Context: an optimization exercise on an open-source flow, tuned for a short achievable clock period. The choices shown serve that exercise and are no tape-out recipe.
Where RTL was checked, it was by simulation tests only, not by an equivalence proof against the original.
The clock port is modelled as an ideal driver, which makes a skipped or thinned clock tree look cheaper than it is; a real chip needs a root buffer or a tree.
Power and IR drop assume default switching activity.

==> module ts0710_codec, before the edit <==
module ts0710_codec (
    input  wire        clk,
    input  wire        rst,           
    input  wire        compat,        
    input  wire        stat_clr,      
    input  wire        rx_valid,
    input  wire [7:0]  rx_data,
    input  wire        rx_flush,      
    output wire        rx_code_valid,
    output wire [3:0]  rx_code,
    output wire [7:0]  frm_addr,
    output wire [7:0]  frm_ctrl,
    output wire [15:0] frm_len,
    output wire [7:0]  frm_fcs,
    output wire        pay_valid,
    output wire [7:0]  pay_data,
    output wire        in_frame,
    output wire [15:0] acc_len,
    input  wire        tx_start,
    input  wire [7:0]  tx_addr,
    input  wire [7:0]  tx_ctrl,
    input  wire [15:0] tx_len,
    output wire        tx_ready,
    input  wire        tx_pl_valid,
    input  wire [7:0]  tx_pl_data,
    output wire        tx_pl_ready,
    output wire        tx_valid,
    output wire [7:0]  tx_data,
    output reg  [31:0] cnt_ok,
    output reg  [31:0] cnt_framing,
    output reg  [31:0] cnt_checksum,
    output reg  [31:0] cnt_overflow,
    output reg  [3:0]  err_flags      
);
    wire tx_len_err;
    wire ev_ok, ev_bad, ev_csum, ev_ovf;
    ts0710_rx u_rx (
        .clk        (clk),
        .rst        (rst),
        .compat     (compat),
        .flush      (rx_flush),
        .rx_valid   (rx_valid),
        .rx_data    (rx_data),
        .code_valid (rx_code_valid),
        .code       (rx_code),
        .frm_addr   (frm_addr),
        .frm_ctrl   (frm_ctrl),
        .frm_len    (frm_len),
        .frm_fcs    (frm_fcs),
        .pay_valid  (pay_valid),
        .pay_data   (pay_data),
        .in_frame   (in_frame),
        .acc_len    (acc_len),
        .ev_ok      (ev_ok),
        .ev_bad     (ev_bad),
        .ev_csum    (ev_csum),
        .ev_ovf     (ev_ovf)
    );
    ts0710_tx u_tx (
        .clk         (clk),
        .rst         (rst),
        .tx_start    (tx_start),
        .tx_addr     (tx_addr),
        .tx_ctrl     (tx_ctrl),
        .tx_len      (tx_len),
        .tx_ready    (tx_ready),
        .tx_pl_valid (tx_pl_valid),
        .tx_pl_data  (tx_pl_data),
        .tx_pl_ready (tx_pl_ready),
        .tx_valid    (tx_valid),
        .tx_data     (tx_data),
        .len_err     (tx_len_err)
    );
    reg clr_d;
    always @(posedge clk) begin
        if (rst) clr_d <= 1'b0;
        else     clr_d <= stat_clr;
    end
    wire [31:0] ok_next, bad_next, csum_next, ovf_next;
    ts0710_counter u_cnt_ok   (.clk(clk), .rst(rst), .clr(clr_d), .ev(ev_ok),   .cnt_next(ok_next));
    ts0710_counter u_cnt_bad  (.clk(clk), .rst(rst), .clr(clr_d), .ev(ev_bad),  .cnt_next(bad_next));
    ts0710_counter u_cnt_csum (.clk(clk), .rst(rst), .clr(clr_d), .ev(ev_csum), .cnt_next(csum_next));
    ts0710_counter u_cnt_ovf  (.clk(clk), .rst(rst), .clr(clr_d), .ev(ev_ovf),  .cnt_next(ovf_next));
    wire [3:0] err_base = clr_d ? 4'd0 : err_flags;
    always @(posedge clk) begin
        if (rst) begin
            cnt_ok       <= 32'd0;
            cnt_framing  <= 32'd0;
            cnt_checksum <= 32'd0;
            cnt_overflow <= 32'd0;
            err_flags    <= 4'd0;
        end else begin
            cnt_ok       <= ok_next;
            cnt_framing  <= bad_next;
            cnt_checksum <= csum_next;
            cnt_overflow <= ovf_next;
            err_flags    <= err_base | {tx_len_err, ev_ovf, ev_csum, ev_bad};
        end
    end
endmodule
==> module ts0710_counter, before the edit <==
module ts0710_counter (
    input  wire        clk,
    input  wire        rst,
    input  wire        clr,
    input  wire        ev,
    output wire [31:0] cnt_next
);
    reg  [31:0] ncnt;       
    reg  [2:0]  ones;       
    wire [31:0] base   = clr ? 32'd0 : ~ncnt;
    wire [2:0]  bones  = clr ? 3'd0 : ones;
    wire [3:0]  inc;
    assign inc[0] = ev;
    assign inc[1] = ev & bones[0];
    assign inc[2] = ev & bones[0] & bones[1];
    assign inc[3] = ev & bones[0] & bones[1] & bones[2];
    genvar b, i;
    generate
        for (b = 0; b < 4; b = b + 1) begin : g_byte
            for (i = 0; i < 8; i = i + 1) begin : g_bit
                if (i == 0) begin : g0
                    assign cnt_next[8*b] = base[8*b] ^ inc[b];
                end else begin : gn
                    assign cnt_next[8*b+i] = base[8*b+i] ^ (inc[b] & (&base[8*b+i-1:8*b]));
                end
            end
        end
    endgenerate
    wire [2:0] ones_next;
    genvar k;
    generate
        for (k = 0; k < 3; k = k + 1) begin : g_ones
            assign ones_next[k] = inc[k] ? (base[8*k+7:8*k] == 8'hFE) : bones[k];
        end
    endgenerate
    always @(posedge clk) begin
        if (rst) begin
            ones <= 3'd0;
            ncnt <= 32'hFFFFFFFF;
        end else begin
            ones <= ones_next;
            ncnt <= ~cnt_next;
        end
    end
endmodule
==> flow/config.mk <==
export PLATFORM = sky130hd
export DESIGN_NAME = ts0710_codec
export DESIGN_NICKNAME = ts0710_codec
export VERILOG_FILES = /design/flow/design.v
export SDC_FILE = /design/flow/constraint.sdc
export NUM_CORES = 4
export LEC_CHECK = 0
export ABC_CLOCK_PERIOD_IN_PS = 1000
export CAP_MARGIN = 20
export CORE_MARGIN = 2
export CORE_UTILIZATION = 40
export SETUP_SLACK_MARGIN = 3.6
export SLEW_MARGIN = 20
export SYNTH_HIERARCHICAL = 1
export SYNTH_MINIMUM_KEEP_SIZE = 0
export TNS_END_PERCENT = 100
==> flow/constraint.sdc <==
create_clock -name core_clock -period 5.5 [get_ports {clk}]
set_input_delay 1.1000 -clock core_clock [delete_from_list [all_inputs] [get_ports {clk}]]
set_output_delay 1.1000 -clock core_clock [all_outputs]
set_load 0.01 [all_outputs]
standard.sh (not shown) runs the stock make flow with config.mk's settings and CLKGATE_MAP_FILE= SYNTH_SCRIPT=/design/flow/synth_recipe.tcl, a recipe that flattens the netlist after the stock synthesis.
==> flow/flow/run.sh <==
#!/bin/bash
# Layout flow: the standard ORFS flow, with the clock tree built by
# flow/cts_tree.tcl (a balanced two-stage buffer tree) in place of TritonCTS.
set -euo pipefail
here=$(pwd)
export PRE_CTS_TCL="$here/flow/cts_tree.tcl"
bash standard.sh > "$here/standard_flow.log" 2>&1
Other scripts of this flow, unchanged in this note and not shown: flow/flow/cts_tree.tcl
Change:
--- a/flow/design.v
+++ b/flow/design.v
@@ -417,16 +417,16 @@
     reg clr_d;
     always @(posedge clk) begin
         if (rst) clr_d <= 1'b0;
         else     clr_d <= stat_clr;
     end
     wire [31:0] ok_next, bad_next, csum_next, ovf_next;
-    ts0710_counter u_cnt_ok   (.clk(clk), .rst(rst), .clr(clr_d), .ev(ev_ok),   .cnt_next(ok_next));
-    ts0710_counter u_cnt_bad  (.clk(clk), .rst(rst), .clr(clr_d), .ev(ev_bad),  .cnt_next(bad_next));
-    ts0710_counter u_cnt_csum (.clk(clk), .rst(rst), .clr(clr_d), .ev(ev_csum), .cnt_next(csum_next));
-    ts0710_counter u_cnt_ovf  (.clk(clk), .rst(rst), .clr(clr_d), .ev(ev_ovf),  .cnt_next(ovf_next));
+    ts0710_counter u_cnt_ok   (.clk(clk), .rst(rst), .clr(clr_d), .ev(ev_ok),   .cnt(cnt_ok),       .cnt_next(ok_next));
+    ts0710_counter u_cnt_bad  (.clk(clk), .rst(rst), .clr(clr_d), .ev(ev_bad),  .cnt(cnt_framing),  .cnt_next(bad_next));
+    ts0710_counter u_cnt_csum (.clk(clk), .rst(rst), .clr(clr_d), .ev(ev_csum), .cnt(cnt_checksum), .cnt_next(csum_next));
+    ts0710_counter u_cnt_ovf  (.clk(clk), .rst(rst), .clr(clr_d), .ev(ev_ovf),  .cnt(cnt_overflow), .cnt_next(ovf_next));
     wire [3:0] err_base = clr_d ? 4'd0 : err_flags;
     always @(posedge clk) begin
         if (rst) begin
             cnt_ok       <= 32'd0;
             cnt_framing  <= 32'd0;
             cnt_checksum <= 32'd0;
@@ -443,17 +443,17 @@
 endmodule
 module ts0710_counter (
     input  wire        clk,
     input  wire        rst,
     input  wire        clr,
     input  wire        ev,
+    input  wire [31:0] cnt,
     output wire [31:0] cnt_next
 );
-    reg  [31:0] ncnt;       
     reg  [2:0]  ones;       
-    wire [31:0] base   = clr ? 32'd0 : ~ncnt;
+    wire [31:0] base   = clr ? 32'd0 : cnt;
     wire [2:0]  bones  = clr ? 3'd0 : ones;
     wire [3:0]  inc;
     assign inc[0] = ev;
     assign inc[1] = ev & bones[0];
     assign inc[2] = ev & bones[0] & bones[1];
     assign inc[3] = ev & bones[0] & bones[1] & bones[2];
@@ -474,15 +474,10 @@
     generate
         for (k = 0; k < 3; k = k + 1) begin : g_ones
             assign ones_next[k] = inc[k] ? (base[8*k+7:8*k] == 8'hFE) : bones[k];
         end
     endgenerate
     always @(posedge clk) begin
-        if (rst) begin
-            ones <= 3'd0;
-            ncnt <= 32'hFFFFFFFF;
-        end else begin
-            ones <= ones_next;
-            ncnt <= ~cnt_next;
-        end
+        if (rst) ones <= 3'd0;
+        else     ones <= ones_next;
     end
 endmodule
The new run finished with timing, DRC and antenna clean.
Area after synthesis drops by 17%.
Global-route usage climbs by 0.44 points.
Critical path depth stays the same.
Sequential power drops by 22%.
Worst setup slack is better by 45 ps.
Register-to-register slack is better by 50 ps.
Cell area drops by 10%.
Hold slack is worse by 3.7 ps.
Die area drops by 17%.
Function was not checked in any run of this note: the RTL went through the layout flow alone. No run of this note takes its clock network from TritonCTS; it comes from the design's own scripts or RTL.

* * *

ts0710_codec, a different RTL version from the one above (not shown whole).
Size: about 2300 cells after synthesis.
Design ts0710_codec, start of the top module:
module ts0710_codec (
    input  wire        clk,
    input  wire        rst,           
    input  wire        compat,        
    input  wire        stat_clr,      
    input  wire        rx_valid,
    input  wire [7:0]  rx_data,
    input  wire        rx_flush,      
    output wire        rx_code_valid,
    output wire [3:0]  rx_code,
    output wire [7:0]  frm_addr,
    output wire [7:0]  frm_ctrl,
    output wire [15:0] frm_len,
    output wire [7:0]  frm_fcs,
    output wire        pay_valid,
    output wire [7:0]  pay_data,
    output wire        in_frame,
    output wire [15:0] acc_len,
    input  wire        tx_start,
    input  wire [7:0]  tx_addr,
    input  wire [7:0]  tx_ctrl,
    input  wire [15:0] tx_len,
    output wire        tx_ready,
    input  wire        tx_pl_valid,
    input  wire [7:0]  tx_pl_data,
    output wire        tx_pl_ready,
    output wire        tx_valid,
    output wire [7:0]  tx_data,
    output reg  [31:0] cnt_ok,
    output reg  [31:0] cnt_framing,
    output reg  [31:0] cnt_checksum,
    output reg  [31:0] cnt_overflow,
    output reg  [3:0]  err_flags      
);
clock: 5.5 ns
lec_check: 0
abc_clock_period_in_ps: 1000
cap_margin: 20
core_margin: 2
core_utilization: 40
setup_slack_margin: 3.6
slew_margin: 20
synth_hierarchical: 1
synth_minimum_keep_size: 0
tns_end_percent: 100
Scripts as last shown in full above: flow/flow/run.sh
Other scripts of this flow, unchanged in this note and not shown: flow/flow/cts_tree.tcl
Edit:
--- a/flow/design.v
+++ b/flow/design.v
@@ -54,23 +54,24 @@
     reg         accp1_lo;    
     wire [15:0] accp1 = {accp1_hi, accp1_lo};
     reg  [2:0]  af;          
     reg         at_cap;      
     reg         is1;         
     reg         ph1;         
     reg         ph2;         
     reg         ph3;         
     reg         ph4;         
     reg         post;        
     reg  [14:0] rem;         
-    reg  [3:0]  rz;          
+    reg         rz0, rz1, rz2, rz3;
+    wire [3:0]  rz = {rz3, rz2, rz1, rz0};
     wire        remnz = ~(&rz);
     reg         ge;          
     reg         ex;          
     reg  [7:0]  addr_r;      
     reg  [7:0]  ctrl_r;      
     reg  [7:0]  len0_r;      
     reg  [14:0] len_r;       
     reg  [7:0]  prev1;       
     reg  [7:0]  nprev1;      
     reg  [7:0]  prev2;       
     reg  [7:0]  crc_r;       
@@ -243,31 +244,34 @@
             len0_r  <= rx_data;
             len0_ff <= (rx_data == 8'hFF);
         end
         frm_addr <= addr_r;
         frm_ctrl <= ctrl_r;
         if (ph3)
             len_r <= {8'd0, rx_data[7:1]};
         else if (ph4)
             len_r <= {rx_data, len0_r[7:1]};
         if (ph3) begin
             rem   <= rem_ld3;
-            rz    <= {rem_ld3[14:12] == 3'd0, rem_ld3[11:8] == 4'd0,
+            {rz3, rz2, rz1, rz0} <= {rem_ld3[14:12] == 3'd0, rem_ld3[11:8] == 4'd0,
                       rem_ld3[7:4] == 4'd0, rem_ld3[3:0] == 4'd0};
         end else if (ph4) begin
             rem   <= rem_ld4;
-            rz    <= {rem_ld4[14:12] == 3'd0, rem_ld4[11:8] == 4'd0,
+            {rz3, rz2, rz1, rz0} <= {rem_ld4[14:12] == 3'd0, rem_ld4[11:8] == 4'd0,
                       rem_ld4[7:4] == 4'd0, rem_ld4[3:0] == 4'd0};
         end else if (rx_valid & std_pay) begin
             rem   <= rem_m1;
-            rz    <= (rbw & r_1) | (~rbw & rz);
+            if (rbw[1]) rz1 <= r_1[1];
+            if (rbw[2]) rz2 <= r_1[2];
+            if (rbw[3]) rz3 <= r_1[3];
+            rz0   <= r_1[0];
         end
         if (rx_valid) begin
             prev2 <= prev1;
         end
         frm_fcs <= prev1;
         prev1   <= rx_valid ? rx_data : ~nprev1;
         nprev1  <= ~(rx_valid ? rx_data : prev1);
         pend <= rx_valid & covered;
         crc_r     <= crc_n;
         fmx       <= rx_valid ? fm_byte : fm_prev;
     end
@@ -312,23 +316,24 @@
     output reg         tx_pl_ready,  
     output reg         tx_valid,
     output reg  [7:0]  tx_data,
     output reg         len_err      
 );
     localparam [7:0] FLAG = 8'hF9;
     reg        st_addr, st_ctrl, st_len0, st_len1, st_fcs, st_close;
     reg [7:0]  addr_r;
     reg [7:0]  ctrl_r;
     reg [14:0] len_r;
     reg [14:0] rem;         
-    reg [3:0]  rz;          
+    reg        rz0, rz1, rz2, rz3;
+    wire [3:0] rz = {rz3, rz2, rz1, rz0};
     reg [7:0]  crc_r;       
     reg        idle_n;
     reg        pay_n;
     reg [7:0]  txb_n;
     wire       idle = ~idle_n;
     wire       pay  = ~pay_n;
     wire [7:0] txb  = ~txb_n;
     reg        pend;        
     wire       ctrl_uih  = ((ctrl_r & 8'hEF) == 8'hEF);
     wire       short_len = (len_r[14:7] == 8'd0);
     wire       zero_len  = short_len & (len_r[6:0] == 7'd0);
@@ -392,27 +397,30 @@
             tx_valid    <= go | st_addr | st_ctrl | st_len0 | st_len1 |
                            take | st_fcs | st_close;
         end
     end
     always @(posedge clk) begin
         last <= take ? (rem == 15'd2) : (rem == 15'd1);
         if (idle) begin
             addr_r <= tx_addr | 8'h01;
             ctrl_r <= tx_ctrl;
             len_r  <= tx_len[14:0];
             rem    <= tx_len[14:0];
-            rz     <= {tx_len[14:12] == 3'd0, tx_len[11:8] == 4'd0,
+            {rz3, rz2, rz1, rz0} <= {tx_len[14:12] == 3'd0, tx_len[11:8] == 4'd0,
                        tx_len[7:4] == 4'd0, tx_len[3:0] == 4'd0};
         end else if (take) begin
             rem <= rem_m1;
-            rz  <= (rbw & r_1) | (~rbw & rz);
+            if (rbw[1]) rz1 <= r_1[1];
+            if (rbw[2]) rz2 <= r_1[2];
+            if (rbw[3]) rz3 <= r_1[3];
+            rz0 <= r_1[0];
         end
         if (idle)
             crc_r <= 8'hFF;
         else if (pend)
             crc_r <= crc_fold;
         pend <= st_addr | st_ctrl | st_len0 | st_len1 | (take & ~ctrl_uih);
         tx_data <= data_n;
         txb_n   <= ~data_n;
     end
 endmodule
 module ts0710_codec (
=> Wire length grows by 1.6%. Cell count grows by 0.92%. Synthesized area barely changes. Global-route usage hardly moves. Sequential cell count is unchanged. Hold slack barely changes. Maximum frequency shrinks by 6.2%.
The RTL of the first run of this note was laid out without a check of its function. In every run of this note, the design's own scripts or RTL, not TritonCTS, make the clock network.

port drivers added, routing unchanged:
How much do the figures lean on ideal ports? The routed layouts below were timed once more, with nothing changed but the port constraints.
Step 1: set_driving_cell puts a clkbuf_16 on clk and a buf_2 on each other input, an assumption about the parent block.
Step 2 times the ports against the registers' clock, not the clock port: input delays grow and output delays shrink by t, the midpoint of the rising clock arrivals with the driver on.
Three values: ideal, step 1, step 2; two values: the first two.
run | t (ns) | setup slack, ns | hold WS [ns] | slew at the worst register clock pin (ns)
the first run of note 1 | 0.480 | 3.298 / 3.298 / 2.933 | 0.349 / 0.349 / 0.349 | 0.10 / 0.10
the second run of note 1 | 0.454 | 3.343 / 3.345 / 2.898 | 0.345 / 0.345 / 0.345 | 0.11 / 0.11
the first run of note 2 | 0.499 | 3.514 / 3.389 / 2.965 | 0.342 / 0.342 / 0.342 | 0.08 / 0.08
the second run of note 2 | 0.501 | 3.383 / 3.376 / 2.938 | 0.343 / 0.343 / 0.343 | 0.08 / 0.08
After both steps every run listed still meets setup and hold. The setup slack of the first run of note 2, which loses most, moves by -0.125 ns with the drivers and by -0.549 ns with both steps.
